From an optimization exercise on the open Yosys and OpenROAD flow, aimed at small area, a short achievable clock period and few clock cycles per item; shortcuts taken in it are not production practice. At most, simulation tests tie the RTL to the original design; equivalence was not proved. Only the layout flow was run in runs 2 and 3; the RTL was not checked for function there.

$ cat design/flow/flow/run.sh
#!/bin/bash
# Own layout flow: the standard flow (standard.sh, unchanged synthesis),
# with two changes to how the layout is made:
#  - the port buffers are sky130_fd_sc_hd__buf_2 cells instead of the delay
#    buffers buffer_ports picks by default;
#  - the resizer's setup repair is asked to keep a margin below the clock
#    period, so that it sizes the cells on the longest paths instead of
#    leaving the minimum-size cells that synthesis gave.
# The constraints (SDC) are the standard flow's own and unchanged. Each step's full
# output goes to a log file here.
set -euo pipefail
export SETUP_SLACK_MARGIN=27.4
export BUFFER_PORTS_ARGS="-buffer_cell sky130_fd_sc_hd__buf_2"
bash standard.sh synth > synth.log 2>&1
bash standard.sh finish > layout.log 2>&1
$ cat design/flow/standard.sh
#!/bin/bash
# synth_recipe.tcl (not shown) runs the flow's synth.tcl, then flattens the netlist and writes it again
# the make line also repeats each setting of config.mk as NAME=value (left out here)
make -C /OpenROAD-flow-scripts/flow DESIGN_CONFIG=/design/flow/config.mk WORK_HOME=/design/flow/orfs CLKGATE_MAP_FILE= SYNTH_SCRIPT=/design/flow/synth_recipe.tcl "${@:-finish}"
$ cat design/flow/config.mk
export PLATFORM = sky130hd
export DESIGN_NAME = wsr_ramp_scaler
export DESIGN_NICKNAME = wsr_ramp_scaler
export VERILOG_FILES = /design/flow/design.v
export SDC_FILE = /design/flow/constraint.sdc
export NUM_CORES = 4
export LEC_CHECK = 0
export CAP_MARGIN = 5
export CORE_MARGIN = 2
export CORE_UTILIZATION = 70
export CTS_BUF_LIST = sky130_fd_sc_hd__clkbuf_8
export CTS_CLUSTER_DIAMETER = 60
export CTS_CLUSTER_SIZE = 16
export SLEW_MARGIN = 5
$ cat design/flow/constraint.sdc
create_clock -name core_clock -period 36.0 [get_ports {clk}]
set_input_delay 7.2000 -clock core_clock [delete_from_list [all_inputs] [get_ports {clk}]]
set_output_delay 7.2000 -clock core_clock [all_outputs]
set_load 0.01 [all_outputs]
$ cat design/flow/design.v
module wsr_clz #(parameter W = 28, parameter OW = 6) (
    input  wire [W-1:0]  x,
    output reg  [OW-1:0] n
);
    integer k;
    always @* begin
        n = W[OW-1:0];
        for (k = 0; k < W; k = k + 1)
            if (x[k]) n = (W - 1 - k);
    end
endmodule
module wsr_ctz24 (
    input  wire [23:0] x,
    output reg  [4:0]  n
);
    integer k;
    always @* begin
        n = 5'd24;
        for (k = 23; k >= 0; k = k - 1)
            if (x[k]) n = k;
    end
endmodule
module wsr_ramp_acc (
    input  wire        clk,
    input  wire        load,       
    input  wire        d_sign,
    input  wire [7:0]  d_exp,
    input  wire [23:0] d_sig,
    input  wire        d_nan,
    input  wire        d_inf,
    input  wire        step,       
    output reg  [31:0] prod
);
    reg  [39:0] acc, add;
    reg  [8:0]  e;
    reg         first, sg, fnan, finf;
    wire [40:0] s = {1'b0, acc} + {1'b0, add};
    always @(posedge clk) begin
        if (load) begin
            acc   <= {d_sig, 16'd0};
            add   <= {d_sig, 16'd0};
            e     <= (d_exp == 8'd0) ? 9'd1 : {1'b0, d_exp};
            first <= 1'b1;
            sg    <= d_sign;
            fnan  <= d_nan;
            finf  <= d_inf;
        end else if (step) begin
            first <= 1'b0;
            if (!first) begin
                if (s[40]) begin
                    acc <= s[40:1];
                    add <= {1'b0, add[39:1]};
                    e   <= e + 9'd1;
                end else begin
                    acc <= s[39:0];
                end
            end
        end
    end
    wire        inc = acc[15] & (acc[16] | (|acc[14:0]));
    wire [31:0] pk  = {acc[39] ? e : 9'd0, acc[38:16]} + {31'd0, inc};
    wire        ovf = (pk[31:23] >= 9'd255);
    always @* begin
        if (fnan || (first && finf))
            prod = 32'h7FC00000;
        else if (finf)
            prod = {sg, 8'hFF, 23'd0};
        else if (first)
            prod = {sg, 31'd0};
        else if (ovf)
            prod = {sg, 8'hFF, 23'd0};
        else
            prod = {sg, pk[30:0]};
    end
endmodule
module wsr_fp_add_s0 (
    input  wire [31:0] a,
    input  wire [31:0] b,
    output wire [23:0] m_big,
    output wire [23:0] m_small,
    output wire [4:0]  dsh,        
    output wire [7:0]  e_big,
    output wire        sub,
    output wire        sign,
    output wire        zsign,
    output wire        nan,
    output wire        inf
);
    wire        a_ez  = (a[30:23] == 8'h00);
    wire        b_ez  = (b[30:23] == 8'h00);
    wire        a_ef  = (a[30:23] == 8'hFF);
    wire        b_ef  = (b[30:23] == 8'hFF);
    wire        a_mz  = (a[22:0] == 23'd0);
    wire        b_mz  = (b[22:0] == 23'd0);
    wire [7:0]  ea    = a_ez ? 8'd1 : a[30:23];
    wire [7:0]  eb    = b_ez ? 8'd1 : b[30:23];
    wire        swap  = (a[30:0] < b[30:0]);
    wire [7:0]  d_ab  = ea - eb;
    wire [7:0]  d_ba  = eb - ea;
    wire [7:0]  d     = swap ? d_ba : d_ab;
    assign dsh     = (d > 8'd27) ? 5'd27 : d[4:0];
    assign m_big   = swap ? {!b_ez, b[22:0]} : {!a_ez, a[22:0]};
    assign m_small = swap ? {!a_ez, a[22:0]} : {!b_ez, b[22:0]};
    assign e_big   = swap ? eb : ea;
    assign sub     = a[31] ^ b[31];
    assign sign    = swap ? b[31] : a[31];
    assign zsign   = a[31] & b[31];
    assign nan     = (a_ef && !a_mz) || (b_ef && !b_mz) || (a_ef && b_ef && (a[31] != b[31]));
    assign inf     = a_ef || b_ef;
endmodule
module wsr_fp_add_s1 (
    input  wire [23:0] m_big,
    input  wire [23:0] m_small,
    input  wire [4:0]  dsh,
    input  wire        sub,
    output wire [27:0] sum
);
    wire [49:0] al   = {m_small, 26'd0} >> dsh;
    wire [4:0]  tz;
    wsr_ctz24 u_tz (.x(m_small), .n(tz));
    wire        st   = (m_small != 24'd0) && ({1'b0, tz} + 6'd2 < {1'b0, dsh});
    wire [26:0] s_al = {al[49:24], st};
    wire [26:0] s_bg = {m_big, 3'b000};
    assign sum = sub ? ({1'b0, s_bg} - {1'b0, s_al})
                     : ({1'b0, s_bg} + {1'b0, s_al});
endmodule
module wsr_fp_add_s2 (
    input  wire [27:0]       sum,
    input  wire [7:0]        e_big,
    input  wire              sign,
    input  wire              zsign,
    input  wire              nan,
    input  wire              inf,
    output wire              y_sign,
    output wire signed [9:0] y_exp,
    output wire [23:0]       y_sig,
    output wire              y_nan,
    output wire              y_inf,
    output wire              y_zero
);
    wire [4:0]  lz;
    wsr_clz #(.W(28), .OW(5)) u_clz (.x(sum), .n(lz));
    wire [27:0] sn  = sum << lz;
    wire signed [9:0] ex = $signed({2'b0, e_big}) + 10'sd1 - $signed({5'b0, lz});
    wire        inc = sn[3] & ((|sn[2:0]) | sn[4]);
    wire [24:0] m25 = {1'b0, sn[27:4]} + {24'd0, inc};
    wire signed [9:0] ex_r = m25[24] ? ex + 10'sd1 : ex;
    wire        ovf = (ex_r > 10'sd254);
    wire        zero = (sum == 28'd0);
    assign y_nan  = nan;
    assign y_inf  = !nan && (inf || (!zero && ovf));
    assign y_zero = !nan && !inf && zero;
    assign y_sign = zero ? zsign : sign;
    assign y_exp  = ex_r;
    assign y_sig  = m25[24] ? 24'h800000 : m25[23:0];
endmodule
module wsr_fp_mul_s1 (
    input  wire               x_sign,
    input  wire [7:0]         x_expf,    
    input  wire [22:0]        x_man,     
    input  wire [4:0]         x_k,       
    input  wire               g_sign,
    input  wire signed [9:0]  g_exp,
    input  wire [22:0]        g_man,
    input  wire               g_nan,
    input  wire               g_inf,
    input  wire               g_zero,
    output wire [25:0]        p_hi,      
    output wire               p_st,      
    output wire signed [10:0] e47,       
    output wire               sign,
    output wire [1:0]         kind       
);
    wire        x_nan  = (x_expf == 8'hFF) && (x_man != 0);
    wire        x_inf  = (x_expf == 8'hFF) && (x_man == 0);
    wire        x_zero = (x_expf == 8'h00) && (x_k == 5'd0);
    wire [23:0] xs = {1'b1, x_man};
    wire [26:0] yy = {2'b00, 1'b1, g_man, 1'b0};
    reg  [47:0] prod;
    integer j;
    always @* begin : booth
        reg [2:0]  t;
        reg        neg, one, two;
        reg [24:0] m;
        prod = 48'd0;
        for (j = 0; j < 13; j = j + 1) begin
            t    = yy[2*j +: 3];
            neg  = t[2] & ~(t[1] & t[0]);
            one  = t[1] ^ t[0];
            two  = (t == 3'b011) || (t == 3'b100);
            m    = one ? {1'b0, xs} : two ? {xs, 1'b0} : 25'd0;
            m    = neg ? ~m : m;
            prod = prod + ({22'd0, ~neg, m} << (2*j)) + ({47'd0, neg} << (2*j));
        end
        prod = prod + 48'h555556000000;    
    end
    assign p_hi = prod[47:22];
    assign p_st = |prod[21:0];
    wire signed [10:0] ex = (x_expf == 8'd0) ? (11'sd1 - $signed({6'b0, x_k}))
                                             : $signed({3'b0, x_expf});
    assign e47  = ex + $signed({g_exp[9], g_exp}) - 11'sd126;
    assign sign = x_sign ^ g_sign;
    wire nan = x_nan || g_nan || (x_inf && g_zero) || (g_inf && x_zero);
    wire inf = x_inf || g_inf;
    wire zer = x_zero || g_zero;
    assign kind = nan ? 2'd3 : inf ? 2'd2 : zer ? 2'd1 : 2'd0;
endmodule
module wsr_fp_mul_s2 (
    input  wire [25:0]        p_hi,
    input  wire               p_st,
    input  wire signed [10:0] e47,
    input  wire               sign,
    input  wire [1:0]         kind,
    output reg  [31:0]        y
);
    wire        n47  = p_hi[25];
    wire [23:0] mant = n47 ? p_hi[25:2] : p_hi[24:1];
    wire        g    = n47 ? p_hi[1] : p_hi[0];
    wire        st   = p_st | (n47 & p_hi[0]);
    wire signed [10:0] e = n47 ? e47 : e47 - 11'sd1;
    wire        inc  = g & (st | mant[0]);
    wire [30:0] pk   = {mant[23] ? e[7:0] : 8'd0, mant[22:0]} + {30'd0, inc};
    wire        ovf  = (e > 11'sd254) || (pk[30:23] == 8'hFF);
    always @* begin
        case (kind)
            2'd3:    y = 32'h7FC00000;
            2'd2:    y = {sign, 8'hFF, 23'd0};
            2'd1:    y = {sign, 31'd0};
            default: y = ovf ? {sign, 8'hFF, 23'd0} : {sign, pk};
        endcase
    end
endmodule
module wsr_fp_div (
    input  wire              clk,
    input  wire              rst,
    input  wire              load_n,     
    input  wire [15:0]       n,
    input  wire [31:0]       ge,         
    output wire [31:0]       ge_q,
    input  wire              start,      
    input  wire              a_sign,
    input  wire signed [9:0] a_exp,
    input  wire [23:0]       a_sig,
    input  wire              a_nan,
    input  wire              a_inf,
    input  wire              a_zero,
    output wire              ready,
    output wire              d_sign,
    output wire [7:0]        d_exp,
    output wire [23:0]       d_sig,
    output wire              d_nan,
    output wire              d_inf
);
    localparam S_IDLE = 2'd0, S_DIV = 2'd1, S_DEN = 2'd2, S_DONE = 2'd3;
    reg  [1:0]  state;
    reg  [15:0] mb;
    reg  [3:0]  sn;
    reg  [24:0] rem;
    reg  [25:0] q;
    reg  [4:0]  cnt;
    reg signed [10:0] ex;
    reg         sg, fnan, finf, fzero;
    wire [16:0] dif = rem[24:8] - {1'b0, mb};
    wire        qb  = !dif[16];
    wire        fin = (cnt >= 5'd25) && (cnt == 5'd26 || q[24]);
    always @(posedge clk) begin
        if (rst) begin
            state <= S_IDLE;
        end else begin
            case (state)
                S_IDLE:  if (start)
                             state <= (a_nan || a_inf || a_zero) ? S_DONE : S_DIV;
                S_DIV:   if (mb[15] && fin)
                             state <= S_DEN;
                S_DEN:   if (!(ex < 11'sd1))
                             state <= S_DONE;
                default: if (load_n)
                             state <= S_IDLE;
            endcase
        end
    end
    always @(posedge clk) begin
        if (load_n) begin
            mb <= n;
            sn <= 4'd0;
        end else if (!mb[15]) begin
            mb <= {mb[14:0], 1'b0};
            sn <= sn + 4'd1;
        end
        if (load_n)
            {rem[5:0], q} <= ge;
        else if (state == S_IDLE && start) begin
            rem   <= {1'b0, a_sig};
            q     <= 26'd0;
        end
        case (state)
            S_IDLE: begin
                cnt   <= 5'd0;
                ex    <= $signed({a_exp[9], a_exp}) - 11'sd15;
                sg    <= a_sign;
                fnan  <= a_nan;
                finf  <= a_inf;
                fzero <= a_zero;
            end
            S_DIV: if (mb[15]) begin
                rem <= {(qb ? dif[15:0] : rem[23:8]), rem[7:0], 1'b0};
                q   <= {q[24:0], qb};
                cnt <= cnt + 5'd1;
                if (fin)
                    ex <= ex + $signed({7'b0, sn}) - ((cnt == 5'd26) ? 11'sd1 : 11'sd0);
            end
            S_DEN: begin
                if (ex < 11'sd1) begin
                    q  <= {1'b0, q[25:2], q[1] | q[0] | (rem != 0)};
                    ex <= ex + 11'sd1;
                end else begin
                    q[0] <= q[0] | (rem != 0);
                end
                rem <= 25'd0;
            end
            default: ;
        endcase
    end
    wire        inc = q[1] & (q[0] | q[2]);
    wire [30:0] pk  = {q[25] ? ex[7:0] : 8'd0, q[24:2]} + {30'd0, inc};
    assign ready  = (state == S_DONE);
    assign ge_q   = {rem[5:0], q};
    assign d_sign = sg;
    assign d_nan  = fnan;
    assign d_inf  = finf;
    assign d_exp  = fzero ? 8'd0 : pk[30:23];
    assign d_sig  = fzero ? 24'd0 : {pk[30:23] != 0, pk[22:0]};
endmodule
module wsr_ramp_scaler (
    input  wire        clk,
    input  wire        rst,
    input  wire        cmd_valid,
    output wire        cmd_ready,
    input  wire [31:0] cmd_gs,
    input  wire [31:0] cmd_ge,
    input  wire [15:0] cmd_n,
    input  wire [7:0]  cmd_c,
    input  wire        in_valid,
    output wire        in_ready,
    input  wire [31:0] in_data,
    output reg         out_valid,
    input  wire        out_ready,
    output reg  [31:0] out_data,
    output reg         out_last
);
    reg         cmd_rdy, in_rdy, in_rdy_o;
    assign cmd_ready = cmd_rdy;
    assign in_ready  = in_rdy_o;     
    reg         p_valid, p_subbed, p_loaded, p_nz;
    reg  [31:0] p_gs;
    reg  [15:0] p_n;
    reg  [7:0]  p_c;
    reg         r_active, r_first;
    reg  [15:0] r_cnt;           
    reg  [31:0] gs_cur;
    reg         q_valid, q_sub, q_first, q_lastf;
    reg  [23:0] x_mbig, x_msmall;
    reg  [4:0]  x_dsh;
    reg  [7:0]  x_ebig;
    reg         x_addsub, x_sign, x_zsign, x_nan, x_inf;
    reg         a1_valid, a1_sub, a1_first, a1_lastf;
    reg  [27:0] a1_sum;
    reg  [7:0]  a1_ebig;
    reg         a1_sign, a1_zsign, a1_nan, a1_inf;
    reg         g_valid, g_lastf;
    reg         g_sign, g_nan, g_inf, g_zero;
    reg  signed [9:0] g_exp;
    reg  [22:0] g_man;
    reg         s0_valid, s0_nrm, s0_sign, s0_hid;
    reg  [7:0]  s0_expf;
    reg  [22:0] s0_man;
    reg  [4:0]  s0_k;
    reg  [7:0]  chan, cm1;
    reg         s1_valid, s1_dn, s1_last, s1_sign, s1_st;
    reg  [25:0] s1_p;
    reg  signed [10:0] s1_e;
    reg  [1:0]  s1_kind;
    reg         ob_valid, ob_last;
    reg  [31:0] ob_data;
    wire        go        = !ob_valid;
    wire        s1_stall  = s1_valid && s1_dn;
    wire        s1_adv    = go && !s1_stall;
    wire        s0_dep    = s0_valid && !s0_nrm && s1_adv && g_valid;
    wire        last_chan = (chan == cm1);
    wire        consume   = s0_dep && last_chan;
    wire        in_fire   = in_valid && in_rdy;
    wire        g_load    = a1_valid && !a1_sub && (!g_valid || consume);
    wire        a1_move   = a1_valid && (a1_sub || !g_valid || consume);
    wire        a1_accept = !a1_valid || a1_move;
    wire        q_accept  = !q_valid || a1_accept;
    wire        sub_pend  = p_valid && p_nz && !p_subbed;
    wire        inject    = sub_pend && q_accept;
    wire        r_issue   = r_active && q_accept && !sub_pend;
    wire        r_last    = (r_cnt == 16'd0);
    wire        div_ready, d_sign, d_nan, d_inf;
    wire [31:0] p_ge;            
    wire [7:0]  d_exp;
    wire [23:0] d_sig;
    wire        y_sign, y_nan, y_inf, y_zero;
    wire signed [9:0] y_exp;
    wire [23:0] y_sig;
    wsr_fp_div u_div (
        .clk(clk), .rst(rst), .load_n(!p_valid), .n(cmd_n), .ge(cmd_ge), .ge_q(p_ge),
        .start(a1_valid && a1_sub),
        .a_sign(y_sign), .a_exp(y_exp), .a_sig(y_sig),
        .a_nan(y_nan), .a_inf(y_inf), .a_zero(y_zero),
        .ready(div_ready), .d_sign(d_sign), .d_exp(d_exp), .d_sig(d_sig),
        .d_nan(d_nan), .d_inf(d_inf));
    wire        r_load = p_valid && div_ready && !p_loaded && (!r_active || (r_issue && r_last));
    wire [31:0] r_prod;
    wsr_ramp_acc u_acc (
        .clk(clk), .load(r_load),
        .d_sign(d_sign), .d_exp(d_exp), .d_sig(d_sig), .d_nan(d_nan), .d_inf(d_inf),
        .step(r_issue), .prod(r_prod));
    wire [31:0] add_a = sub_pend ? p_ge : gs_cur;
    wire [31:0] add_b = sub_pend ? {~p_gs[31], p_gs[30:0]} : r_prod;
    wire [23:0] h_mbig, h_msmall;
    wire [4:0]  h_dsh;
    wire [7:0]  h_ebig;
    wire        h_addsub, h_sign, h_zsign, h_nan, h_inf;
    wsr_fp_add_s0 u_add0 (.a(add_a), .b(add_b), .m_big(h_mbig), .m_small(h_msmall),
                          .dsh(h_dsh), .e_big(h_ebig), .sub(h_addsub), .sign(h_sign),
                          .zsign(h_zsign), .nan(h_nan), .inf(h_inf));
    wire [27:0] h_sum;
    wsr_fp_add_s1 u_add1 (.m_big(x_mbig), .m_small(x_msmall), .dsh(x_dsh), .sub(x_addsub),
                          .sum(h_sum));
    wsr_fp_add_s2 u_add2 (.sum(a1_sum), .e_big(a1_ebig), .sign(a1_sign), .zsign(a1_zsign),
                          .nan(a1_nan), .inf(a1_inf),
                          .y_sign(y_sign), .y_exp(y_exp), .y_sig(y_sig),
                          .y_nan(y_nan), .y_inf(y_inf), .y_zero(y_zero));
    wire [25:0] m_phi;
    wire        m_pst, m_sign;
    wire signed [10:0] m_e47;
    wire [1:0]  m_kind;
    wsr_fp_mul_s1 u_mul1 (.x_sign(s0_sign), .x_expf(s0_expf), .x_man(s0_man), .x_k(s0_k),
                          .g_sign(g_sign), .g_exp(g_exp), .g_man(g_man),
                          .g_nan(g_nan), .g_inf(g_inf), .g_zero(g_zero),
                          .p_hi(m_phi), .p_st(m_pst), .e47(m_e47), .sign(m_sign), .kind(m_kind));
    wire [31:0] m_y;
    wsr_fp_mul_s2 u_mul2 (.p_hi(s1_p), .p_st(s1_st), .e47(s1_e), .sign(s1_sign),
                          .kind(s1_kind), .y(m_y));
    wire        s1_out   = go && s1_valid && !s1_dn;
    wire        out_free = !out_valid || out_ready;
    wire        p_valid_n  = !p_valid ? cmd_valid
                                      : (p_nz && !(g_load && a1_first));
    wire        g_valid_n  = g_load || (g_valid && !consume);
    wire        in_nrm     = (in_data[30:23] == 8'd0);
    wire        s0_mz      = (s0_man == 23'd0);
    wire        s0_valid_n = in_fire || (s0_valid && !s0_dep);
    wire        s0_nrm_n   = in_fire ? in_nrm : (s0_nrm && !s0_man[22] && !s0_mz);
    wire        s1_valid_n = s1_adv ? s0_dep : s1_valid;
    wire        s1_dn_n    = s1_adv ? ((m_e47 < 11'sd2) && (m_kind == 2'd0))
                                    : (s1_dn && (s1_e < 11'sd1));
    wire        ob_valid_n = ob_valid ? !out_free : (s1_out && !out_free);
    wire        s0_dep_n   = s0_valid_n && !s0_nrm_n && !ob_valid_n
                             && !(s1_valid_n && s1_dn_n) && g_valid_n;
    always @(posedge clk) begin
        if (!p_valid) begin
            p_gs <= cmd_gs;
            p_n  <= cmd_n;
            p_c  <= cmd_c;
            p_nz <= (cmd_n != 16'd0);
        end
        if (r_load)
            r_cnt <= p_n - 16'd1;
        else if (r_issue)
            r_cnt <= r_cnt - 16'd1;
        if (q_accept) begin
            q_sub   <= inject;
            q_first <= r_first;
            q_lastf <= r_last;
            x_mbig   <= h_mbig;
            x_msmall <= h_msmall;
            x_dsh    <= h_dsh;
            x_ebig   <= h_ebig;
            x_addsub <= h_addsub;
            x_sign   <= h_sign;
            x_zsign  <= h_zsign;
            x_nan    <= h_nan;
            x_inf    <= h_inf;
        end
        if (r_load)
            gs_cur <= p_gs;
        if (a1_accept) begin
            a1_sub   <= q_sub;
            a1_first <= q_first;
            a1_lastf <= q_lastf;
            a1_sum   <= h_sum;
            a1_ebig  <= x_ebig;
            a1_sign  <= x_sign;
            a1_zsign <= x_zsign;
            a1_nan   <= x_nan;
            a1_inf   <= x_inf;
        end
        if (g_load) begin
            g_lastf <= a1_lastf;
            g_sign  <= y_sign;
            g_exp   <= y_exp;
            g_man   <= y_sig[22:0];
            g_nan   <= y_nan;
            g_inf   <= y_inf;
            g_zero  <= y_zero;
            if (a1_first)
                cm1 <= p_c - 8'd1;
        end
        if (in_rdy) begin
            s0_sign <= in_data[31];
            s0_expf <= in_data[30:23];
            s0_man  <= in_data[22:0];
            s0_k    <= 5'd0;
        end else if (s0_nrm && !s0_mz) begin
            s0_man  <= {s0_man[21:0], 1'b0};
            s0_k    <= s0_k + 5'd1;
        end
        if (s1_adv) begin
            s1_p    <= m_phi;
            s1_st   <= m_pst;
            s1_e    <= m_e47;
            s1_sign <= m_sign;
            s1_kind <= m_kind;
            s1_last <= last_chan && g_lastf;
        end else if (s1_stall) begin
            s1_p    <= {1'b0, s1_p[25:1]};
            s1_st   <= s1_st | s1_p[0];
            s1_e    <= s1_e + 11'sd1;
        end
        if (!ob_valid) begin
            ob_data <= m_y;
            ob_last <= s1_last;
        end
        if (out_free) begin
            out_data <= ob_valid ? ob_data : m_y;
            out_last <= ob_valid ? ob_last : s1_last;
        end
        if (rst) begin
            cmd_rdy   <= 1'b0;
            in_rdy    <= 1'b0;
            in_rdy_o  <= 1'b0;
            p_valid   <= 1'b0;
            p_subbed  <= 1'b0;
            p_loaded  <= 1'b0;
            r_active  <= 1'b0;
            r_first   <= 1'b0;
            q_valid   <= 1'b0;
            a1_valid  <= 1'b0;
            g_valid   <= 1'b0;
            s0_valid  <= 1'b0;
            s0_nrm    <= 1'b0;
            s1_valid  <= 1'b0;
            s1_dn     <= 1'b0;
            ob_valid  <= 1'b0;
            out_valid <= 1'b0;
            chan      <= 8'd0;
        end else begin
            cmd_rdy <= !p_valid_n;
            in_rdy   <= !s0_valid_n || s0_dep_n;
            in_rdy_o <= !s0_valid_n || s0_dep_n;
            p_valid <= p_valid_n;
            if (!p_valid) begin
                p_subbed <= 1'b0;
                p_loaded <= 1'b0;
            end else begin
                if (inject)
                    p_subbed <= 1'b1;
                if (r_load)
                    p_loaded <= 1'b1;
            end
            if (r_load) begin
                r_active <= 1'b1;
                r_first  <= 1'b1;
            end else if (r_issue) begin
                r_first <= 1'b0;
                if (r_last)
                    r_active <= 1'b0;
            end
            if (q_accept)
                q_valid <= inject || r_issue;
            if (a1_accept)
                a1_valid <= q_valid;
            g_valid <= g_valid_n;
            s0_valid <= s0_valid_n;
            s0_nrm   <= s0_nrm_n;
            if (s0_dep)
                chan <= last_chan ? 8'd0 : chan + 8'd1;
            s1_valid <= s1_valid_n;
            s1_dn    <= s1_dn_n;
            ob_valid <= ob_valid_n;
            if (ob_valid)
                out_valid <= out_valid || out_free;
            else if (s1_out)
                out_valid <= 1'b1;
            else if (out_ready)
                out_valid <= 1'b0;
        end
    end
endmodule
==> impl_metrics.json, run 1 <==
{
  "outcome": "finished clean",
  "io_buffers": 160,
  "finalCriticalPeriod_ps": 8550,
  "gr-total-overflow": 0,
  "antenna_found_initial": 6,
  "wl_per_cell_um": 22.2,
  "wirelength_mm": 162,
  "track_usage_pct": 37.5,
  "cp_data_required_time_ps": 28800,
  "hold_viol": 0,
  "holdCritPathClass": "register to register",
  "synth-seq-cells": 618,
  "regArea_mm2": 0.0170,
  "clk_latency_ps": 770,
  "fin_crit_sh_pct": 23.7,
  "firstDrtPassIters": 7,
  "drv_slew": 0,
  "numCtsBuffers": 58,
  "start_util_pct": 71.0,
  "cts.sinks": 618,
  "dr_total_vias": 48200,
  "tritoncts": "built",
  "cts_buffer_depth": 3,
  "cpPeakStageDelay_ps": 370,
  "syn_nets": 7036,
  "grt_pass1_wl_mm": 254,
  "rows": 104,
  "routabilityCongestion": 0.972,
  "grt_pass1_vias": 45900,
  "fin_skew_ps": 61.1,
  "syn_to_final_growth_pct": 6.38,
  "hpwl_mm": 120,
  "ys_top_cells_by_area": "edfxtp_1, ha_1, fa_1, xnor2_1, dfxtp_1",
  "grt_max_degree": 76,
  "worst-setup-path-type": "register to output port",
  "yosysSeqAreaShare_pct": 29.7,
  "antenna_left": 0,
  "syn_area_mm2": 0.0574,
  "critical_path_arrival_ps": 1350,
  "synthArstFlopShare_pct": 0,
  "postSynthCellCount": 6228,
  "num_io_pins": 161,
  "htree_levels": 2,
  "core_mm2": 0.0808,
  "rsz0062_at_grt": "yes",
  "dieWidth_um": 290,
  "slew-limit-headroom_pct": 8.78,
  "slowest_stage": "dfxtp_4",
  "max_freq_mhz": 117,
  "syn_avg_cell_area_um2": 9.21,
  "layout.nets": 7007,
  "synthAdderAreaFrac_pct": 18.3,
  "crit_path_max_fanout": 2,
  "critPathLaunchType": "register",
  "dieArea_mm2": 0.0843,
  "crit_buf_inv": 2,
  "synth_edf_count": 465,
  "muxShareOfSynthArea_pct": 5.54,
  "drive_gt1_share_pct": 9.55,
  "avgViaCountPerCell": 6.58,
  "multi_input_area_mm2": 0.0375,
  "tns_ps": 0,
  "die_h_um": 290,
  "synth_warnings": 7,
  "maxCapViolCount": 0,
  "setup_viol": 0,
  "path_clk_slew_ps": 110,
  "synth-simple-area-share_pct": 13.4,
  "synth_top_area_share_pct": 24.3,
  "critPathCaptureType": "output port",
  "synthXorXnorAreaFrac_pct": 9.88,
  "final_area_mm2": 0.0610,
  "drc_errors": 0,
  "synth_top_family_by_area": "adder cells",
  "synthFlopType": "edfxtp_1",
  "num-fill-cells": 5881,
  "synth_top_area_cell": "edfxtp_1",
  "synth_cell_types": 114,
  "placed_area_mm2": 0.0589,
  "drtIter0Drc": 5342,
  "synth_compound_area_share_pct": 17.3,
  "cts_root_buffer": "clkbuf_8",
  "critPathTopFamily": "flip-flops",
  "cp_cell_sequence": "buf_12 -> buf_6",
  "tightest_slew_ps": 1360
}
==> through the flow <==
stage / util (%) / hold slack [ps] / setup slack [ps] / instances
floorplan: - / 400 / 27380 / 6228
global placement: 72.8 / 401 / 26460 / 7155
detailed placement: 72.8 / 405 / 26330 / 7155
CTS: 75.0 / 400 / 27400 / 7291
global route: 75.5 / 394 / 27260 / 7311
finish: 75.5 / 410 / 27450 / 7314
==> kinds of logic (layout without fill, tap and decap cells) <==
| family | Yosys count | after routing |
|---|---|---|
| buf+inv | 877 | 898 |
| mux | 292 | 292 |
| flops | 618 | 618 |
| compound gates | 1499 | 1499 |
| other cells | 1 | 6 |
| xor+xnor | 647 | 647 |
| fa+ha+maj | 683 | 683 |
| simple gates | 1611 | 1611 |
==> final cells by class <==
class | count | share of cell area, %
clock buffers | 61 | 1.38
flip-flops and latches | 618 | 27.9
well taps | 1060 | 2.17
clock inverters | 49 | 0.705
multi-input cells | 4733 | 61.5
inverters | 492 | 3.05
diodes | 5 | 0.0205
repair buffers | 296 | 3.30
==> placed cells by master, fill, tap and decap left out, types with 16 or more instances in the layout <==
cell type	netlist	final
a22oi_1	265	264
nor4_1	66	64
mux2_2	36	36
or3_1	35	35
o21a_1	29	29
ha_1	424	414
fa_1	259	257
nor2_1	380	374
xnor2_1	403	401
clkbuf_8	0	61
o21bai_1	25	25
buf_2	14	159
o22ai_1	59	59
and3_1	36	36
o211ai_1	28	28
nor3_1	139	135
nand4_1	71	71
mux4_2	16	16
o31ai_1	60	55
a21oi_1	325	318
inv_1	481	498
a211oi_1	26	24
nand3_1	127	124
a21o_1	75	75
or2_2	22	20
o21ai_0	316	307
buf_4	4	122
xor2_1	244	243
and2_1	35	35
mux2i_1	237	237
dfxtp_1	153	150
a31oi_1	55	52
nand2_1	518	514
nor2b_1	44	42
edfxtp_1	465	465
nand2b_1	69	65
a22o_1	34	34
==> sequential cells by signal (all words and copies together) (netlist names), 26 cells and up <==
register and flops:
u_acc.acc 40, u_acc.add 40, gs_cur 32, ob_data 32, out_data 32, p_gs 32
a1_sum 28, s1_p 26, u_div.q 26
==> timing repair <==
| item | 4_1_cts | 5_1_grt |
|---|---|---|
| pin swaps | 14 | 42 |
| setup buffers | 22 | 17 |
| cloned | 4 | 1 |
| hold buffers | 0 | 0 |
| resized for setup | 39 | 56 |
| endpoints found under the setup margin | 18 | 14 |
==> cell usage after synthesis, types with 44 or more instances <==
library cell / instances
a21oi_1: 325
xnor2_1: 403
nor2b_1: 44
edfxtp_1: 465
fa_1: 259
dfxtp_1: 153
a22oi_1: 265
nand4_1: 71
a31oi_1: 55
nor2_1: 380
o31ai_1: 60
nor4_1: 66
xor2_1: 244
o21ai_0: 316
mux2i_1: 237
clkbuf_1: 302
nor3_1: 139
inv_1: 481
buf_1: 59
nand2_1: 518
a21o_1: 75
ha_1: 424
nand2b_1: 69
nand3_1: 127
o22ai_1: 59
==> layer usage <==
metal	track usage [%]	up-vias	routed length, µm
met5	0	-	36
met4	18.6	6	9140
met3	7.32	550	15400
met2	60.8	2538	75100
met1	48.2	22900	62400
li1	-	22200	-
==> worst paths after layout <==
kind / from / to / cells after the start / slack, ps
worst min-delay path: q_sub / a1_sub / 0 / 410
worst min register to register: q_sub / a1_sub / 0 / 410
worst max register to register: g_man[1] / s1_p[20] / 33 / 27550
worst max-delay path: in_rdy_o / in_ready / 2 / 27450
Testbench counts, summed over its fixed seeds: cycles 52,356, samples 52,064.
==> run 2: changes to the inputs <==
--- a/design/flow/design.v
+++ b/design/flow/design.v
@@ -237,4 +237,2 @@
     input  wire [15:0]       n,
-    input  wire [31:0]       ge,         
-    output wire [31:0]       ge_q,
     input  wire              start,      
@@ -289,10 +287,6 @@
         end
-        if (load_n)
-            {rem[5:0], q} <= ge;
-        else if (state == S_IDLE && start) begin
-            rem   <= {1'b0, a_sig};
-            q     <= 26'd0;
-        end
         case (state)
             S_IDLE: begin
+                rem   <= {1'b0, a_sig};
+                q     <= 26'd0;
                 cnt   <= 5'd0;
@@ -326,3 +320,2 @@
     assign ready  = (state == S_DONE);
-    assign ge_q   = {rem[5:0], q};
     assign d_sign = sg;
@@ -354,3 +347,3 @@
     reg         p_valid, p_subbed, p_loaded, p_nz;
-    reg  [31:0] p_gs;
+    reg  [31:0] p_gs, p_ge;
     reg  [15:0] p_n;
@@ -400,3 +393,2 @@
     wire        div_ready, d_sign, d_nan, d_inf;
-    wire [31:0] p_ge;            
     wire [7:0]  d_exp;
@@ -407,3 +399,3 @@
     wsr_fp_div u_div (
-        .clk(clk), .rst(rst), .load_n(!p_valid), .n(cmd_n), .ge(cmd_ge), .ge_q(p_ge),
+        .clk(clk), .rst(rst), .load_n(!p_valid), .n(cmd_n),
         .start(a1_valid && a1_sub),
@@ -451,6 +443,5 @@
     wire        g_valid_n  = g_load || (g_valid && !consume);
-    wire        in_nrm     = (in_data[30:23] == 8'd0);
-    wire        s0_mz      = (s0_man == 23'd0);
+    wire        in_nrm     = (in_data[30:23] == 8'd0) && (in_data[22:0] != 23'd0);
     wire        s0_valid_n = in_fire || (s0_valid && !s0_dep);
-    wire        s0_nrm_n   = in_fire ? in_nrm : (s0_nrm && !s0_man[22] && !s0_mz);
+    wire        s0_nrm_n   = in_fire ? in_nrm : (s0_nrm && !s0_man[22]);
     wire        s1_valid_n = s1_adv ? s0_dep : s1_valid;
@@ -464,2 +455,3 @@
             p_gs <= cmd_gs;
+            p_ge <= cmd_ge;
             p_n  <= cmd_n;
@@ -515,3 +507,3 @@
             s0_k    <= 5'd0;
-        end else if (s0_nrm && !s0_mz) begin
+        end else if (s0_nrm) begin
             s0_man  <= {s0_man[21:0], 1'b0};
==> design/flow/config.mk (replaced) <==
export PLATFORM = sky130hd
export DESIGN_NAME = wsr_ramp_scaler
export DESIGN_NICKNAME = wsr_ramp_scaler
export VERILOG_FILES = /design/flow/design.v
export SDC_FILE = /design/flow/constraint.sdc
export NUM_CORES = 4
export LEC_CHECK = 0
export CAP_MARGIN = 20
export CORE_MARGIN = 2
export CORE_UTILIZATION = 55
export CTS_BUF_LIST = sky130_fd_sc_hd__clkbuf_8
export SLEW_MARGIN = 20
==> run 2 against run 1 <==
Effect of this change: cell count increased by 4.7%; non-clock buffer count increased by 28; area after synthesis increased by 1.0%.
==> impl_metrics.json, run 2 <==
{
  "holdCritPathClass": "register to register",
  "synth_cell_types": 110,
  "grt_pass1_wl_mm": 262,
  "hold_viol": 0,
  "fin_crit_sh_pct": 24.0,
  "cp_cell_sequence": "buf_2 -> nor4_1 -> and4_1 -> a311oi_1 -> a31oi_1 -> o2111ai_1 -> a21oi_1",
  "postSynthCellCount": 6097,
  "numCtsBuffers": 113,
  "antenna_left": 0,
  "cts_buffer_depth": 3,
  "firstDrtPassIters": 6,
  "fin_cells": 7659,
  "cts_root_buffer": "clkbuf_8",
  "wl_per_cell_um": 22.4,
  "cts.sinks": 650,
  "num-fill-cells": 9188,
  "tightest_slew_ps": 1120,
  "synth_warnings": 7,
  "num_io_pins": 161,
  "avgViaCountPerCell": 6.08,
  "maxCapViolCount": 0,
  "multi_input_area_mm2": 0.0369,
  "yosysSeqAreaShare_pct": 31.9,
  "htree_levels": 3,
  "core_mm2": 0.105,
  "worst-setup-path-type": "primary input to register",
  "outcome": "finished clean",
  "cpPeakStageDelay_ps": 940,
  "mostFrequentLayoutCells": "edfxtp_1, nand2_1, inv_1",
  "die_h_um": 329,
  "cp_data_required_time_ps": 36700,
  "syn_avg_cell_area_um2": 9.51,
  "io_buffers": 160,
  "grt_max_degree": 73,
  "syn_area_mm2": 0.0580,
  "drtIter0Drc": 3938,
  "synth_edf_count": 548,
  "drc_errors": 0,
  "synth.most_common_cell": "edfxtp_1",
  "synth_top_area_share_pct": 28.4,
  "crit_buf_inv": 1,
  "place_inst": 7382,
  "dieWidth_um": 329,
  "critPathCaptureType": "register",
  "fin_skew_ps": 95.3,
  "critPathTopFamily": "simple AND/OR/NAND/NOR gates",
  "max_freq_mhz": 116,
  "critPathLaunchType": "primary input",
  "routabilityCongestion": 0.927,
  "synth_top_area_cell": "edfxtp_1",
  "gr-total-overflow": 0,
  "slew-limit-headroom_pct": 24.9,
  "tns_ps": 0,
  "syn_to_final_growth_pct": 9.20,
  "drv_slew": 0,
  "crit_path_max_fanout": 2,
  "slowest_stage": "nor4_1",
  "critical_path_arrival_ps": 9330,
  "hpwl_mm": 125,
  "rsz0062_at_grt": "yes",
  "biggestRegsByFlops": "u_acc.acc (40), u_acc.add (40)",
  "tritoncts": "built",
  "synthFlopType": "edfxtp_1",
  "grt_pass1_vias": 44900,
  "layout.nets": 6975,
  "layout.cells.most_common": "edfxtp_1",
  "antenna_found_initial": 3,
  "ys_top_cells_by_area": "edfxtp_1, ha_1, fa_1, xnor2_1, xor2_1",
  "syn_nets": 6904,
  "synth-seq-cells": 650,
  "start_util_pct": 55.2,
  "ys_top_cells_by_count": "edfxtp_1, nand2_1, inv_1",
  "path_clk_slew_ps": 60,
  "finalCriticalPeriod_ps": 8630,
  "setup_viol": 0,
  "dr_total_vias": 46600,
  "track_usage_pct": 31.1,
  "wirelength_mm": 171,
  "dieArea_mm2": 0.108,
  "rows": 119,
  "clk_latency_ps": 840,
  "synthArstFlopShare_pct": 0,
  "drive_gt1_share_pct": 11.1,
  "regArea_mm2": 0.0185
}
[run 2: cell types whose count changed after synthesis, sizes merged, moves of 21 or more]
cell	previous run	this run
nor3	143	120
a22oi	265	244
mux2i	239	200
edfxtp	465	548
a22o	34	70
o22ai	60	37
inv	488	463
a21oi	325	294
o21ai	320	251
dfxtp	153	102
[run 2: repair_timing]
item / CTS / global route
setup endpoints to repair: 43 / 17
gates cloned: 3 / 2
buffers inserted: 38 / 18
gates resized for setup: 87 / 35
pin swaps: 38 / 29
hold buffers: 0 / 0
[run 2: per-layer routing]
metal | vias up | GRT usage [%] | wire length (µm)
li1 | 22000 | - | -
met2 | 1682 | 51.6 | 81400
met3 | 372 | 4.17 | 10800
met1 | 22500 | 40.7 | 71200
met5 | - | 0 | 29
met4 | 4 | 13.7 | 7880
[run 2: layout make-up]
class	instances	area share, %
clock inverters	91	0.854
well taps	1391	2.75
multi-input cells	4613	58.2
repair buffers	324	3.50
flip-flops and latches	650	29.2
diodes	3	0.0119
clock buffers	121	2.63
inverters	466	2.78
[run 2: path summary, 6_finish.rpt]
check | cells after the start | endpoint | slack, ps | startpoint
worst max-delay path | 7 | in_rdy_o | 27370 | in_data[4]
worst max register to register | 34 | s1_p[24] | 27520 | g_man[0]
worst min register to register | 0 | a1_ebig[0] | 360 | x_ebig[0]
worst min-delay path | 0 | a1_ebig[0] | 360 | x_ebig[0]
[run 2: metrics by stage]
stage / worst slack, ps / cell area, µm² / util (%) / hold slack, ps
5_1_grt: 27280 / 63300 / 60.3 / 356
4_1_cts: 27360 / 63000 / 60.0 / 352
3_5_place_dp: 26040 / 60000 / 57.2 / 405
2_1_floorplan: 27390 / 58100 / - / 400
6_report: 27370 / 63300 / 60.3 / 358
3_3_place_gp: 26110 / 60000 / 57.1 / 404
[run 2: cell families after synthesis]
family / count (synthesis) / share of synthesized area (%)
AND/OR/NAND/NOR: 1613 / 13.4
AO/OA/AOI/OAI: 1413 / 16.7
buffers and inverters: 835 / 5.54
adder cells (fa/ha/maj): 682 / 18.1
XOR/XNOR: 656 / 9.91
flip-flops: 650 / 31.9
multiplexers: 247 / 4.50
other: 1 / 0.00647
==> run 3: changes to the inputs <==
--- a/design/flow/design.v
+++ b/design/flow/design.v
@@ -11,13 +11,2 @@
 endmodule
-module wsr_ctz24 (
-    input  wire [23:0] x,
-    output reg  [4:0]  n
-);
-    integer k;
-    always @* begin
-        n = 5'd24;
-        for (k = 23; k >= 0; k = k - 1)
-            if (x[k]) n = k;
-    end
-endmodule
 module wsr_ramp_acc (
@@ -117,7 +106,4 @@
 );
-    wire [49:0] al   = {m_small, 26'd0} >> dsh;
-    wire [4:0]  tz;
-    wsr_ctz24 u_tz (.x(m_small), .n(tz));
-    wire        st   = (m_small != 24'd0) && ({1'b0, tz} + 6'd2 < {1'b0, dsh});
-    wire [26:0] s_al = {al[49:24], st};
+    wire [50:0] al   = {m_small, 27'd0} >> dsh;
+    wire [26:0] s_al = {al[50:25], |al[24:0]};
     wire [26:0] s_bg = {m_big, 3'b000};
@@ -176,22 +162,3 @@
     wire        x_zero = (x_expf == 8'h00) && (x_k == 5'd0);
-    wire [23:0] xs = {1'b1, x_man};
-    wire [26:0] yy = {2'b00, 1'b1, g_man, 1'b0};
-    reg  [47:0] prod;
-    integer j;
-    always @* begin : booth
-        reg [2:0]  t;
-        reg        neg, one, two;
-        reg [24:0] m;
-        prod = 48'd0;
-        for (j = 0; j < 13; j = j + 1) begin
-            t    = yy[2*j +: 3];
-            neg  = t[2] & ~(t[1] & t[0]);
-            one  = t[1] ^ t[0];
-            two  = (t == 3'b011) || (t == 3'b100);
-            m    = one ? {1'b0, xs} : two ? {xs, 1'b0} : 25'd0;
-            m    = neg ? ~m : m;
-            prod = prod + ({22'd0, ~neg, m} << (2*j)) + ({47'd0, neg} << (2*j));
-        end
-        prod = prod + 48'h555556000000;    
-    end
+    wire [47:0] prod = {1'b1, x_man} * {1'b1, g_man};
     assign p_hi = prod[47:22];
@@ -318,3 +285,3 @@
     wire        inc = q[1] & (q[0] | q[2]);
-    wire [30:0] pk  = {q[25] ? ex[7:0] : 8'd0, q[24:2]} + {30'd0, inc};
+    wire [30:0] pk  = {ex[7:0] - 8'd1, 23'd0} + {7'd0, q[25:2]} + {30'd0, inc};
     assign ready  = (state == S_DONE);
@@ -343,6 +310,6 @@
 );
-    reg         cmd_rdy, in_rdy, in_rdy_o;
+    reg         cmd_rdy, in_rdy;
     assign cmd_ready = cmd_rdy;
-    assign in_ready  = in_rdy_o;     
-    reg         p_valid, p_subbed, p_loaded, p_nz;
+    assign in_ready  = in_rdy;
+    reg         p_valid, p_subbed, p_loaded;
     reg  [31:0] p_gs, p_ge;
@@ -388,3 +355,3 @@
     wire        q_accept  = !q_valid || a1_accept;
-    wire        sub_pend  = p_valid && p_nz && !p_subbed;
+    wire        sub_pend  = p_valid && !p_subbed;
     wire        inject    = sub_pend && q_accept;
@@ -440,4 +407,4 @@
     wire        out_free = !out_valid || out_ready;
-    wire        p_valid_n  = !p_valid ? cmd_valid
-                                      : (p_nz && !(g_load && a1_first));
+    wire        p_valid_n  = !p_valid ? (cmd_valid && (cmd_n != 16'd0))
+                                      : !(g_load && a1_first);
     wire        g_valid_n  = g_load || (g_valid && !consume);
@@ -458,3 +425,2 @@
             p_c  <= cmd_c;
-            p_nz <= (cmd_n != 16'd0);
         end
@@ -534,3 +500,2 @@
             in_rdy    <= 1'b0;
-            in_rdy_o  <= 1'b0;
             p_valid   <= 1'b0;
@@ -552,4 +517,3 @@
             cmd_rdy <= !p_valid_n;
-            in_rdy   <= !s0_valid_n || s0_dep_n;
-            in_rdy_o <= !s0_valid_n || s0_dep_n;
+            in_rdy  <= !s0_valid_n || s0_dep_n;
             p_valid <= p_valid_n;
==> design/flow/run.sh (new file) <==
#!/bin/bash
# synth_recipe.tcl (not shown) runs the flow's synth.tcl, then flattens the netlist and writes it again
# the make line also repeats each setting of config.mk as NAME=value (left out here)
make -C /OpenROAD-flow-scripts/flow DESIGN_CONFIG=/design/flow/config.mk WORK_HOME=/design/flow/orfs CLKGATE_MAP_FILE= SYNTH_SCRIPT=/design/flow/synth_recipe.tcl finish
--- a/design/flow/config.mk
+++ b/design/flow/config.mk
@@ -9,4 +9,3 @@
 export CORE_MARGIN = 2
-export CORE_UTILIZATION = 55
-export CTS_BUF_LIST = sky130_fd_sc_hd__clkbuf_8
+export CORE_UTILIZATION = 40
 export SLEW_MARGIN = 20
removed: design/flow/flow/run.sh
removed: design/flow/standard.sh
==> run 3 against run 2 <==
Effect of this change: still clean; count of clock-buffer cells in the layout down 27; register-to-register slack lost 470 ps; critical endpoint is now in_ready; first-iteration DRC count fell by 18%; global-route usage fell by 9.0 points; setup slack got worse by 690 ps; largest cell class unchanged; worst hold slack better by 57 ps; critical path type is now register to output port; routed wire length decreased by 2.3%.
==> impl_metrics.json, run 3 <==
{
  "outcome": "finished clean",
  "clk_latency_ps": 750,
  "critPathCaptureType": "output port",
  "reg2reg_from": "s0_man[3]",
  "maxCapViolCount": 0,
  "cts_root_buffer": "clkbuf_16",
  "core_mm2": 0.147,
  "crit_path_max_fanout": 40,
  "post-cts-setup-buffers": 0,
  "biggestRegsByFlops": "u_acc.acc (40), u_acc.add (40)",
  "start_util_pct": 40.2,
  "yosysSeqAreaShare_pct": 31.1,
  "track_usage_pct": 22.1,
  "setup_viol": 0,
  "timing.hold.ws_ps": 414,
  "drc_errors": 0,
  "dieArea_mm2": 0.151,
  "num_io_pins": 161,
  "cts_resized": 0,
  "synthArstFlopShare_pct": 0,
  "grt_pass1_wl_mm": 263,
  "syn_avg_cell_area_um2": 9.72,
  "grt_max_degree": 82,
  "synth_edf_count": 547,
  "drive_gt1_share_pct": 5.93,
  "synth_top_area_share_pct": 27.7,
  "wl_per_cell_um": 20.5,
  "hold-path-endpoint": "a1_ebig[3]",
  "hold_start": "x_ebig[3]",
  "drtIter0Drc": 3227,
  "antenna_left": 0,
  "synth.most_common_cell": "nand2_1",
  "tightest_slew_ps": 1130,
  "slowest_stage": "clkdlybuf4s50_1",
  "synth_cell_types": 102,
  "finalCriticalPeriod_ps": 9310,
  "critPathLaunchType": "register",
  "grt_pass1_vias": 45600,
  "dr_total_vias": 45100,
  "r2r_end": "s1_p[24]",
  "cpPeakStageDelay_ps": 650,
  "cts_buffer_depth": 3,
  "gr-total-overflow": 0,
  "avgViaCountPerCell": 5.53,
  "htree_levels": 3,
  "holdCritPathClass": "register to register",
  "cp_cell_sequence": "buf_4 -> clkdlybuf4s50_1",
  "hold_viol": 0,
  "dieWidth_um": 389,
  "postSynthCellCount": 6103,
  "r2r_cells": 26,
  "hpwl_mm": 126,
  "wirelength_mm": 167,
  "critPathTopFamily": "buffers and inverters",
  "reg2reg_slack_ps": 27050,
  "mostFrequentLayoutCells": "nand2_1, inv_1, edfxtp_1",
  "crit_buf_inv": 2,
  "firstDrtPassIters": 6,
  "tns_ps": 0,
  "layout.nets": 7172,
  "worst-setup-path-type": "register to output port",
  "drv_slew": 0,
  "syn_nets": 7122,
  "die_h_um": 389,
  "hold_depth": 0,
  "cts_hold_buf": 0,
  "routabilityCongestion": 0.935,
  "synth_top_area_cell": "edfxtp_1",
  "syn_area_mm2": 0.0593,
  "max_freq_mhz": 107,
  "fin_cells": 8152,
  "numCtsBuffers": 82,
  "antenna_found_initial": 7,
  "layout.cells.most_common": "nand2_1",
  "path_clk_slew_ps": 60,
  "ys_top_cells_by_count": "nand2_1, inv_1, edfxtp_1",
  "rows": 141,
  "critical_path_arrival_ps": 2110,
  "fin_crit_sh_pct": 25.9,
  "ys_top_cells_by_area": "edfxtp_1, fa_1, ha_1, nand2_1, inv_1",
  "place_inst": 7997,
  "synth_warnings": 5,
  "num-fill-cells": 14100,
  "tritoncts": "built",
  "cp_data_required_time_ps": 28800,
  "fin_skew_ps": 93.1,
  "synth-seq-cells": 649,
  "io_buffers": 160,
  "cts.sinks": 649,
  "slew-limit-headroom_pct": 25.0,
  "rsz0062_at_grt": "no",
  "synthFlopType": "edfxtp_1",
  "syn_to_final_growth_pct": 11.2
}
run 3: cell count changes after synthesis, moves of 55 or more:
cell,previous run,this run
fa_1,259,490
inv_1,458,684
and2_1,34,257
a22oi_1,244,35
xnor2_1,410,205
nand2_1,501,704
xor2_1,246,147
mux2i_1,200,145
run 3: logic make-up (layout without fill, tap and decap cells):
logic type                 after synthesis  after routing  synth area share [%]
adders and majority gates              894            894                  25.1
muxes                                  215            215                  4.23
AOI/OAI and AO/OA                     1092           1092                  12.5
and+or+nand+nor                       1919           1919                  15.6
buffers and inverters                  981           1099                  6.25
other                                    0              1                     0
DFF                                    649            649                  31.1
xor gates and xnor gates               353            353                  5.22
run 3: through the flow:
stage,area [µm²],utilization (%),setup slack [ps]
detailed placement,63000,42.7,26570
global route,66000,44.7,26430
global placement,63000,42.7,26210
CTS,65900,44.7,26620
finish,66000,44.7,26690
floorplan,59300,-,27280
run 3: worst max path at each step:
| stage | start | to | slack (ps) | cells after the start |
|---|---|---|---|---|
| 3_3_place_gp | in_data[16] | in_rdy | 26210 | 6 |
| 5_1_grt | s0_man[3] | s1_p[24] | 26430 | 26 |
| 2_1_floorplan | out_ready | in_rdy | 27280 | 4 |
| 4_1_cts | in_rdy | in_ready | 26620 | 2 |
| 3_5_place_dp | cmd_n[3] | cmd_rdy | 26570 | 6 |
| 6_report | in_rdy | in_ready | 26690 | 2 |
run 3: routing by layer:
metal | global-route usage, % | share of wire, % | routed length (µm) | vias to the layer above
li1 | - | - | - | 21100
met4 | 6.25 | 2.8 | 4680 | 8
met1 | 29.5 | 44 | 72900 | 22400
met2 | 36.7 | 48 | 79800 | 1317
met5 | 0 | 0.030 | 51 | -
met3 | 3.88 | 5.9 | 9860 | 248
run 3: area by class of cell:
type	instances	area, µm²	area share [%]
diodes	1	2.50	0.00379
clock buffers	94	2130	3.22
clock inverters	58	766	1.16
inverters	693	2610	3.96
multi-input cells	4473	37300	56.5
flip-flops and latches	649	18500	28.0
well taps	1930	2410	3.66
repair buffers	254	2320	3.52

==> port drivers added, routing unchanged <==
In the flow no input, the clock included, has a driving cell. The finished layouts below were timed again as built, in two steps. Step 1, drivers: a clkbuf_16 drives clk and a buf_2 each remaining input, both assumed. Step 2 times the ports against the registers' clock, not the clock port: input delays grow and output delays shrink by t, the midpoint of the rising clock arrivals with the driver on. Three values: ideal ports, drivers, drivers and shift; two values: the first two.
| run | shift t [ns] | setup WS [ns] | hold slack, ns | latest minus earliest clock arrival (ns) | worst register clock-pin slew, ns |
|---|---|---|---|---|---|
| run 1 | 0.806 | 27.452 / 27.380 / 27.398 | 0.410 / 0.410 / 0.410 | 0.062 / 0.061 | 0.11 / 0.11 |
| run 2 | 0.867 | 27.371 / 27.392 / 26.553 | 0.358 / 0.358 / 0.358 | 0.096 / 0.095 | 0.08 / 0.08 |
| run 3 | 0.765 | 26.686 / 26.619 / 26.597 | 0.414 / 0.414 / 0.414 | 0.098 / 0.097 | 0.07 / 0.07 |
After both steps every run listed still meets setup and hold. The setup slack of run 2, which loses most, moves by +0.021 ns with the drivers and by -0.818 ns with both steps.
